What follows belongs to an exercise in optimizing a design on an open flow for small area, a short achievable clock period and few clock cycles; a production flow would make more cautious choices.
Function was checked by simulation only, so behaviour that the tests miss may differ from the original.

--- flow/config.mk ---
export PLATFORM = sky130hd
export DESIGN_NAME = bh83_b83codec
export DESIGN_NICKNAME = bh83_b83codec
export VERILOG_FILES = /design/flow/design.v
export SDC_FILE = /design/flow/constraint.sdc
export NUM_CORES = 4
export LEC_CHECK = 0
export ABC_AREA = 1
export CAP_MARGIN = 20
export CORE_MARGIN = 2
export CORE_UTILIZATION = 40
export SLEW_MARGIN = 20
--- flow/constraint.sdc ---
create_clock -name core_clock -period 80.0 [get_ports {clk}]
set_input_delay 16.0000 -clock core_clock [delete_from_list [all_inputs] [get_ports {clk}]]
set_output_delay 16.0000 -clock core_clock [all_outputs]
set_load 0.01 [all_outputs]
--- flow/design.v ---
module bh83_b83codec (
    input  wire        clk,
    input  wire        rst_n,       
    input  wire        start,
    input  wire        op,          
    input  wire [3:0]  len,         
    input  wire [63:0] value,       
    input  wire [79:0] chars_in,    
    output wire        ready,
    output reg         done,
    output reg  [3:0]  err_code,    
    output wire [15:0] err_info,
    output wire [63:0] res,         
    output wire [79:0] chars_out    
);
    localparam [3:0] E_OK       = 4'd0;
    localparam [3:0] E_INV_LEN  = 4'd2;
    localparam [3:0] E_INV_CHAR = 4'd3;
    localparam [3:0] E_ILLEGAL  = 4'd6;
    function [7:0] alpha;
        input [6:0] d;
        begin
            if (d < 7'd10)      alpha = 8'h30 + {1'b0, d};
            else if (d < 7'd36) alpha = 8'h41 + {1'b0, d} - 8'd10;
            else if (d < 7'd62) alpha = 8'h61 + {1'b0, d} - 8'd36;
            else begin
                case (d)
                    7'd62: alpha = 8'h23;   
                    7'd63: alpha = 8'h24;   
                    7'd64: alpha = 8'h25;   
                    7'd65: alpha = 8'h2A;   
                    7'd66: alpha = 8'h2B;   
                    7'd67: alpha = 8'h2C;   
                    7'd68: alpha = 8'h2D;   
                    7'd69: alpha = 8'h2E;   
                    7'd70: alpha = 8'h3A;   
                    7'd71: alpha = 8'h3B;   
                    7'd72: alpha = 8'h3D;   
                    7'd73: alpha = 8'h3F;   
                    7'd74: alpha = 8'h40;   
                    7'd75: alpha = 8'h5B;   
                    7'd76: alpha = 8'h5D;   
                    7'd77: alpha = 8'h5E;   
                    7'd78: alpha = 8'h5F;   
                    7'd79: alpha = 8'h7B;   
                    7'd80: alpha = 8'h7C;   
                    7'd81: alpha = 8'h7D;   
                    default: alpha = 8'h7E;  
                endcase
            end
        end
    endfunction
    function [7:0] digit_of;
        input [7:0] b;
        begin
            if (b >= 8'h30 && b <= 8'h39)      digit_of = b - 8'h30;
            else if (b >= 8'h41 && b <= 8'h5A) digit_of = b - 8'h41 + 8'd10;
            else if (b >= 8'h61 && b <= 8'h7A) digit_of = b - 8'h61 + 8'd36;
            else begin
                case (b)
                    8'h23: digit_of = 8'd62;
                    8'h24: digit_of = 8'd63;
                    8'h25: digit_of = 8'd64;
                    8'h2A: digit_of = 8'd65;
                    8'h2B: digit_of = 8'd66;
                    8'h2C: digit_of = 8'd67;
                    8'h2D: digit_of = 8'd68;
                    8'h2E: digit_of = 8'd69;
                    8'h3A: digit_of = 8'd70;
                    8'h3B: digit_of = 8'd71;
                    8'h3D: digit_of = 8'd72;
                    8'h3F: digit_of = 8'd73;
                    8'h40: digit_of = 8'd74;
                    8'h5B: digit_of = 8'd75;
                    8'h5D: digit_of = 8'd76;
                    8'h5E: digit_of = 8'd77;
                    8'h5F: digit_of = 8'd78;
                    8'h7B: digit_of = 8'd79;
                    8'h7C: digit_of = 8'd80;
                    8'h7D: digit_of = 8'd81;
                    8'h7E: digit_of = 8'd82;
                    default: digit_of = 8'h80;
                endcase
            end
        end
    endfunction
    function [7:0] dstep;
        input [7:0] t;
        reg ge;
        reg [7:0] bw;
        begin
            ge    = t[7] | (t[6] & (t[5] | (t[4] & (t[3] | t[2] | (t[1] & t[0])))));
            bw[1] = ~t[0];
            bw[2] = ~t[1] | bw[1];
            bw[3] = ~t[2] & bw[2];
            bw[4] = ~t[3] & bw[3];
            bw[5] = ~t[4] | bw[4];
            bw[6] = ~t[5] & bw[5];
            dstep = {ge,
                     t[6] ^ (ge & ~bw[6]),
                     t[5] ^ (ge &  bw[5]),
                     t[4] ^ (ge & ~bw[4]),
                     t[3] ^ (ge &  bw[3]),
                     t[2] ^ (ge &  bw[2]),
                     t[1] ^ (ge & ~bw[1]),
                     t[0] ^ ge};
        end
    endfunction
    reg        in_v;      
    reg        in_op;
    reg [3:0]  in_len;
    reg [79:0] dat;       
    reg        first;     
    reg        last_r;    
    reg [1:0]  wp;        
    reg [3:0]  cnt;       
    reg [6:0]  rem;       
    reg        perr;      
    reg [3:0]  ecode;
    reg [79:0] r;         
    assign ready     = ~in_v | last_r;
    assign res       = r[63:0];
    assign chars_out = r;
    assign err_info  = r[15:0];
    wire [15:0] win = (wp == 2'd0) ? dat[15:0]  :
                      (wp == 2'd1) ? dat[31:16] :
                      (wp == 2'd2) ? dat[47:32] : dat[63:48];
    reg  [15:0] qw;
    reg  [6:0]  rq;
    reg  [7:0]  st;
    integer     i;
    always @(*) begin
        rq = rem;
        for (i = 15; i >= 0; i = i - 1) begin
            st    = dstep({rq, win[i]});
            qw[i] = st[7];
            rq    = st[6:0];
        end
    end
    wire nz1 = |dat[31:16];
    wire nz2 = |dat[47:32];
    wire nz3 = |dat[63:48];
    wire [1:0] wtop = nz3 ? 2'd3 : nz2 ? 2'd2 : nz1 ? 2'd1 : 2'd0;
    wire too_wide = (wp == 2'd1) ? (nz2 | nz3) : (wp == 2'd2) ? nz3 : 1'b0;
    wire [7:0] ch_r   = alpha((in_len == 4'd1) ? dat[6:0] : rq);
    wire [6:0] msd    = (in_len == 4'd1) ? dat[6:0] : qw[6:0];
    wire [7:0] ch_msd = alpha(qw[6:0]);
    wire       msd_bad = (msd >= 7'd83) |
                         ((in_len == 4'd1) ? (|dat[15:7]) : (|qw[15:7])) |
                         nz1 | nz2 | nz3;
    wire [79:0] r_base = first ? 80'd0 : r;
    wire [7:0] ga = digit_of(dat[7:0]);
    wire [7:0] cb = first ? ((in_len == 4'd1) ? dat[7:0] : dat[15:8]) :
                    (cnt == 4'd2) ? dat[23:16] :
                    (cnt == 4'd3) ? dat[31:24] :
                    (cnt == 4'd4) ? dat[39:32] :
                    (cnt == 4'd5) ? dat[47:40] :
                    (cnt == 4'd6) ? dat[55:48] :
                    (cnt == 4'd7) ? dat[63:56] :
                    (cnt == 4'd8) ? dat[71:64] : dat[79:72];
    wire [7:0] gb = digit_of(cb);
    wire [63:0] ma = first ? {57'd0, (in_len > 4'd1) ? ga[6:0] : 7'd0} : r[63:0];
    wire [63:0] mac;
    mac83 u_mac (.a(ma), .d(gb[6:0]), .y(mac));
    wire fb0 = ga[7] & (in_len != 4'd0);
    wire fb1 = gb[7] & (in_len > 4'd1);
    wire [15:0] fbad_info = fb0 ? {8'd0, dat[7:0]} : {8'd1, dat[15:8]};
    wire [15:0] kbad_info = {4'd0, cnt, cb};
    reg [79:0] r_n;
    reg [79:0] dat_n;
    reg [1:0]  wp_n;
    reg [3:0]  cnt_n;
    reg [6:0]  rem_n;
    reg        perr_n;
    reg [3:0]  ecode_n;
    reg        last_n;
    reg [3:0]  code_f;    
    always @(*) begin
        r_n     = r;
        dat_n   = dat;
        wp_n    = wp;
        cnt_n   = cnt;
        rem_n   = rem;
        perr_n  = perr;
        ecode_n = ecode;
        last_n  = 1'b0;
        code_f  = E_OK;
        if (last_r) begin
            if (in_len > 4'd10) begin
                code_f     = E_ILLEGAL;
                r_n[15:0]  = {12'd0, in_len};
            end else if (perr) begin
                code_f     = ecode;
            end else if (!in_op) begin
                if (in_len == 4'd0) begin
                    r_n = 80'd0;
                    if (|dat[63:0]) begin
                        code_f = E_INV_LEN;
                    end
                end else if (in_len == 4'd1) begin
                    r_n = {72'd0, ch_r};
                    if (msd_bad) begin
                        code_f    = E_INV_LEN;
                        r_n[15:0] = {12'd0, in_len};
                    end
                end else begin
                    r_n = {r_base[63:0], ch_r, ch_msd};
                    if (msd_bad) begin
                        code_f    = E_INV_LEN;
                        r_n[15:0] = {12'd0, in_len};
                    end
                end
            end else begin
                r_n = (first & (in_len == 4'd0)) ? 80'd0 : {16'd0, mac};
                if (first) begin
                    if (fb0 | fb1) begin
                        code_f    = E_INV_CHAR;
                        r_n[15:0] = fbad_info;
                    end
                end else if (gb[7]) begin
                    code_f    = E_INV_CHAR;
                    r_n[15:0] = kbad_info;
                end
            end
        end else if (!in_op) begin
            case (wp)
                2'd0: dat_n[15:0]  = qw;
                2'd1: dat_n[31:16] = qw;
                2'd2: dat_n[47:32] = qw;
                default: dat_n[63:48] = qw;
            endcase
            if (wp == 2'd0) begin
                r_n   = {r_base[71:0], ch_r};
                cnt_n = cnt - 4'd1;
                rem_n = 7'd0;
                wp_n  = wtop;
            end else begin
                r_n   = r_base;
                rem_n = rq;
                wp_n  = wp - 2'd1;
            end
            last_n = (cnt_n == 4'd1) & (wp_n == 2'd0);
            if (first & too_wide) begin
                perr_n    = 1'b1;
                ecode_n   = E_INV_LEN;
                r_n[15:0] = {12'd0, in_len};
                last_n    = 1'b1;
            end
        end else begin
            r_n = {16'd0, mac};
            if (first) begin
                cnt_n = 4'd2;
                if (fb0 | fb1) begin
                    perr_n    = 1'b1;
                    ecode_n   = E_INV_CHAR;
                    r_n[15:0] = fbad_info;
                end
            end else begin
                cnt_n = cnt + 4'd1;
                if (gb[7]) begin
                    perr_n    = 1'b1;
                    ecode_n   = E_INV_CHAR;
                    r_n[15:0] = kbad_info;
                end
            end
            last_n = perr_n | (cnt_n == in_len - 4'd1);
        end
    end
    always @(posedge clk) begin
        if (!rst_n) begin
            in_v <= 1'b0;
            done <= 1'b0;
        end else begin
            done <= in_v & last_r;
            if (ready) in_v <= start;
        end
        if (in_v) begin
            r <= r_n;
            if (last_r) err_code <= code_f;
        end
        if (ready) begin
            in_op  <= op;
            in_len <= len;
            dat    <= op ? chars_in : {16'd0, value};
            first  <= 1'b1;
            last_r <= (len > 4'd10) | (len <= 4'd2);
            wp     <= (len <= 4'd2) ? 2'd0 : (len <= 4'd5) ? 2'd1 :
                      (len <= 4'd7) ? 2'd2 : 2'd3;
            cnt    <= len - 4'd1;
            rem    <= 7'd0;
            perr   <= 1'b0;
        end else if (in_v) begin
            dat    <= dat_n;
            first  <= 1'b0;
            last_r <= last_n;
            wp     <= wp_n;
            cnt    <= cnt_n;
            rem    <= rem_n;
            perr   <= perr_n;
            ecode  <= ecode_n;
        end
    end
endmodule
module mac83 (
    input  wire [63:0] a,
    input  wire [6:0]  d,
    output wire [63:0] y
);
    wire [63:0] p0 = a;
    wire [63:0] p1 = {a[62:0], 1'b0};
    wire [63:0] p2 = {a[59:0], 4'd0};
    wire [63:0] p3 = {a[57:0], 6'd0} | {58'd0, d[5:0]};
    wire [63:0] s1 = p0 ^ p1 ^ p2;
    wire [63:0] c1 = {(p0 & p1) | (p0 & p2) | (p1 & p2), 1'b0};
    wire [63:0] s2 = s1 ^ c1 ^ p3;
    wire [63:0] c2 = {(s1 & c1) | (s1 & p3) | (c1 & p3), 1'b0};
    wire [63:0] w  = {57'd0, d[6], 6'd0};
    wire [63:0] s3 = s2 ^ c2 ^ w;
    wire [63:0] c3 = {(s2 & c2) | (s2 & w) | (c2 & w), 1'b0};
    reg [63:0] sum;
    reg [63:0] s0;
    reg [64:0] c;
    reg        cin;
    reg        all1;
    integer    i, b;
    always @(*) begin
        cin = 1'b0;
        for (b = 0; b < 4; b = b + 1) begin
            c[16*b] = 1'b0;
            for (i = 16*b; i < 16*b + 16; i = i + 1) begin
                s0[i]  = s3[i] ^ c3[i] ^ c[i];
                c[i+1] = (s3[i] & c3[i]) | (c[i] & (s3[i] ^ c3[i]));
            end
            all1 = 1'b1;
            for (i = 16*b; i < 16*b + 16; i = i + 1) begin
                sum[i] = s0[i] ^ (cin & all1);
                all1   = all1 & s0[i];
            end
            cin = c[16*b+16] | (cin & all1);
        end
    end
    assign y = sum;
endmodule
--- flow/run.sh ---
#!/bin/bash
# synth_recipe.tcl (not shown) runs the flow's synth.tcl, then flattens the netlist and writes it again
# the make line also repeats each setting of config.mk as NAME=value (left out here)
make -C /OpenROAD-flow-scripts/flow DESIGN_CONFIG=/design/flow/config.mk WORK_HOME=/design/flow/orfs CLKGATE_MAP_FILE= SYNTH_SCRIPT=/design/flow/synth_recipe.tcl finish
==> notes.md <==
Timing:
- The final critical path takes up 25.6% of the cycle.
- Subtracting the final worst setup slack from the clock period gives ~20000 ps.
- The number of failing hold endpoints at the final stage is 0.
- Between clock sinks in the finished design, the worst skew comes to approximately 19 ps.
- The achievable frequency is a little under 0.05 GHz.
- Setup violations remaining at the end of the flow were counted as 0.
- Measured against its own limit, the worst slew margin works out to ~29%.
- Setup slack on the critical path of the routed design comes to 59540 ps.
- The slew of the pin with the lowest slew margin is between 1000 and 1500 ps.
- The final setup TNS is 0 ps.
- The final number of max-transition violations was 0.
- Setup repair after global routing left no endpoint under its margin.

Die:
- The floorplan has 90 rows.
- The floorplan step set the die height to roughly 250 um.
- During I/O placement, the number of pins put on the boundary was roughly 320.
- In this run the horizontal extent of the chip is 250 um.
- The die footprint is between 0.06 and 0.07 sq mm.
- The floorplan step defined a core boundary enclosing around 0.06 sq mm.
- For this configuration, the core starts out at a cell density of 40.3%.

Worst setup path:
- The path depth of the worst reg2reg path is 162.
- The slowest stage of the critical path belongs to the cell sky130_fd_sc_hd__o21ai_0.
- At the worst endpoint, the required time is roughly 80000 ps.
- In this run the critical register-to-register path is captured at r[11].
- The cell that appears most often on the critical path is sky130_fd_sc_hd__nand2_1.
- The worst endpoint data arrival time is approximately 21000 ps.
- In this run the critical register-to-register path is launched from wp[1].
- The category of the worst setup path capture point is a flop.
- The largest fanout on the critical path is 17.
- The highest cell delay on the worst timing path is about 700 ps.
- The kind of launch point of the worst setup path is a flop.
- The worst-case register-to-register setup slack is around 60000 ps.
- The start-to-end type of the worst setup path is flop to flop.

Clock tree:
- Once the clock tree was built, the resizer swapped 0 gates to a different size.
- The clock tree from TritonCTS is built.
- The clock root buffer is sky130_fd_sc_hd__clkbuf_16.
- The H-tree generated during clock tree synthesis spans 4 levels.
- Counting along the longest clock path gives a buffer depth of 2.
- In this run, CTS created clock tree buffers numbering 17.
- The post-CTS repair timing setup buffer count is 0.
- Clock-pin slew was measured on the worst setup and hold paths at 80 ps.
- The clock latency on the worst-skew pair is between 500 and 600 ps.
- The total of hold buffers inserted after clock tree synthesis is 0.
- The tree built by TritonCTS fans out to around 190 sinks.

Hold path:
- In this run the most critical hold path is launched from in_v.
- Counting instances, the worst hold path has a depth of 2.
- The worst hold path endpoint is done.
- The min-delay analysis places its worst path in the category flop to flop.

Detailed routing:
- The routed wire length is 85600 um.
- The count of nets left with antenna violations after detail routing is 0.
- The via count is 23610.
- Dividing the detail-routed wire length by the instance count gives a little over 20 um.
- For this block, the initial DRC count from the detailed router was between 2000 and 2500.
- After detailed routing, the number of remaining DRC violations is 0.
- The number of detailed-route iterations in the first pass is 6.
- The average vias per placed instance is about 5.6.

Placement:
- The HPWL after detailed placement is 67900 um.
- At the placement stage, the worst setup path has a slack of 59900 ps.
- The placer's final routability congestion estimate is about 1.0.
- Input and output buffers added on the ports amount to ~320.

GRT:
- The initial antenna violation count is 1.
- The pin count of the biggest net entering global routing is 93.
- The remaining global-route overflow is 0.
- Global routing consumed, over all layers together, around 27% of the routing resources.
- The first global-routing pass estimated roughly 130000 um of wire.
- The number of global-route vias before repair was 22384.

Final layout:
- The total number of nets in the final design is between 3000 and 4000.
- The growth of design area from synthesis to finish is 16.4%.
- The share of post-route cells with drive strength above 1 is approximately 5.3%.
- The repair_antennas step left the layout with diodes totalling 0.
- The number of fillers in the final layout is 6109.

Yosys:
- The dominant combinational cell family by area after synthesis is simple AND/OR/NAND/NOR gates.
- The adder and majority cell fraction of the synthesized area is a little over a fifth.
- Counting instances in the post-synthesis netlist gives the leading cell types as 652 x sky130_fd_sc_hd__nand2_1, 410 x sky130_fd_sc_hd__inv_1, 350 x sky130_fd_sc_hd__nor2_1.
- Summed over its instances, the top area cell type makes up a little over a fifth of the synthesized netlist area.
- The Yosys step of the flow raised 2 warnings.
- For this run, the leading register cell type out of synthesis is sky130_fd_sc_hd__edfxtp_1.
- The post-synthesis mux area share is 0%.
- The complex-gate fraction of the synthesized area is 16.5%.
- The count of distinct cell types in the synthesized netlist is 63.
- Each instance of the synthesized netlist takes up on average around 7.4 sq um.
- The fraction of registers with async set or reset after synthesis is 0%.
- The synthesized area is around 0.024 sq mm.
- The parity-gate share of the synthesized area counting xor and xnor cells is under 10%.
- By area the synthesized netlist is led by sky130_fd_sc_hd__edfxtp_1 22%, sky130_fd_sc_hd__fa_1 15%, sky130_fd_sc_hd__nand2_1 10%, sky130_fd_sc_hd__ha_1 6.7%, sky130_fd_sc_hd__o21ai_0 6.6%.
- The post-synthesis sequential element count is roughly 190.
- The post-synthesis sequential area ratio is between 20% and 30%.
- The count of flip-flops with a built-in enable after synthesis is 176.
- By instance count, the leading cell after synthesis is sky130_fd_sc_hd__nand2_1.
- The dominant cell type by area after synthesis is sky130_fd_sc_hd__edfxtp_1.
- The cell count after synthesis came out at approximately 3300.
- Summing the areas of all and, or, nand and nor instances in the mapped netlist gives 24.8% of the synthesized area.

Run status:
- The flow ran to the end and the layout has no timing, DRC or antenna violations.

Job:
- The number of max-cap violations is 0.
==> flip-flops by register name, summed over array words and instances (netlist names), 2 cells and up <==
name / flops
dat: 80
r: 80
rem: 7
cnt: 4
in_len: 4
err_code: 3
wp: 2
==> critical path: cells and delay by family, from the launching register on <==
family | cells | cell delay (ps)
AOI/OAI and AO/OA | 6 | 1520
buffers and inverters | 22 | 2130
adders and majority gates | 12 | 3030
and+or+nand+nor | 113 | 11320
DFF | 1 | 570
xor gates and xnor gates | 9 | 1660
==> layer usage <==
layer / wire length, um / vias to the layer above / part of all wire [%] / GRT usage, %
met5: 11 / - / 0.013 / 0
met3: 7110 / 148 / 8.3 / 4.68
met2: 38800 / 1152 / 45 / 43.3
met1: 36900 / 11075 / 43 / 38.0
met4: 2700 / 2 / 3.2 / 8.61
li1: - / 11233 / - / -
==> per-stage QoR <==
stage | cells | hold WS, ps | area (sq um) | utilization, %
floorplan | 3280 | 432 | 24200 | -
global placement | 4216 | 508 | 27500 | 45.8
detailed placement | 4216 | 513 | 27500 | 45.8
CTS | 4248 | 525 | 28100 | 46.9
global route | 4248 | 543 | 28100 | 46.9
finish | 4248 | 521 | 28100 | 46.9
==> layout by cell type, fill, tap and decap left out, types with 27 or more instances in the layout <==
master,count
sky130_fd_sc_hd__a21oi_1,144
sky130_fd_sc_hd__a31oi_1,27
sky130_fd_sc_hd__buf_4,36
sky130_fd_sc_hd__clkdlybuf4s50_1,315
sky130_fd_sc_hd__edfxtp_1,176
sky130_fd_sc_hd__fa_1,178
sky130_fd_sc_hd__ha_1,129
sky130_fd_sc_hd__inv_1,407
sky130_fd_sc_hd__nand2_1,652
sky130_fd_sc_hd__nand2_2,51
sky130_fd_sc_hd__nand3_1,187
sky130_fd_sc_hd__nand4_1,39
sky130_fd_sc_hd__nor2_1,347
sky130_fd_sc_hd__nor3_1,31
sky130_fd_sc_hd__o211ai_1,38
sky130_fd_sc_hd__o21ai_0,314
sky130_fd_sc_hd__o221ai_1,34
sky130_fd_sc_hd__o22ai_1,28
sky130_fd_sc_hd__xor2_1,65
==> worst max-delay path by stage <==
stage / slack (ps) / end / startpoint
after global routing: 56970 / r[4] / wp[1]
after global placement: 60670 / r[11] / wp[1]
final: 59540 / r[11] / wp[1]
after CTS: 59790 / r[11] / wp[1]
after floorplan: 62350 / ready / in_v
after detailed placement: 59900 / r[11] / wp[1]
==> logic make-up (layout without fill, tap and decap cells) <==
kind of cell / Yosys count / after routing
AND/OR/NAND/NOR: 1382 / 1382
AO/OA/AOI/OAI: 687 / 687
buffers and inverters: 629 / 815
adder cells (fa/ha/maj): 307 / 307
flip-flops: 187 / 187
XOR/XNOR: 82 / 82
other: 2 / 6
==> cell type report <==
type / count / area (sq um) / area share (%)
Timing Repair Buffer: 352 / 3430 / 12.2
Clock buffer: 19 / 443 / 1.57
Tap cell: 782 / 978 / 3.48
Clock inverter: 13 / 163 / 0.578
Sequential cell: 187 / 5510 / 19.6
Inverter: 431 / 1620 / 5.75
Multi-Input combinational cell: 2464 / 16000 / 56.9
Testbench counts, summed over its fixed seeds: cycles 7,840.

## what the ideal ports hide
How much do the figures lean on ideal ports? The routed layout below was timed once more, with nothing changed but the port constraints. Step 1 assumes that a clkbuf_16 drives the clock port and a buf_2 every other input. Step 2 adds t to the input delays and takes it off the output delays; t is the mean of the earliest and latest rising clock arrival at the registers after step 1. Input paths then give back, and output paths get back, about the clock's delay inside the block. a / b / c = no drivers / after step 1 / after step 2; a / b = the first two.
t (ns): 0.560
setup slack, ns: 59.537 / 59.537 / 59.537
worst register clock-pin slew, ns: 0.08 / 0.08
cell pins on the clock port's net: 1
After both steps setup and hold are still met in this run. The setup slack of this run moves by 0.000 ns with the drivers and by 0.000 ns with both steps.
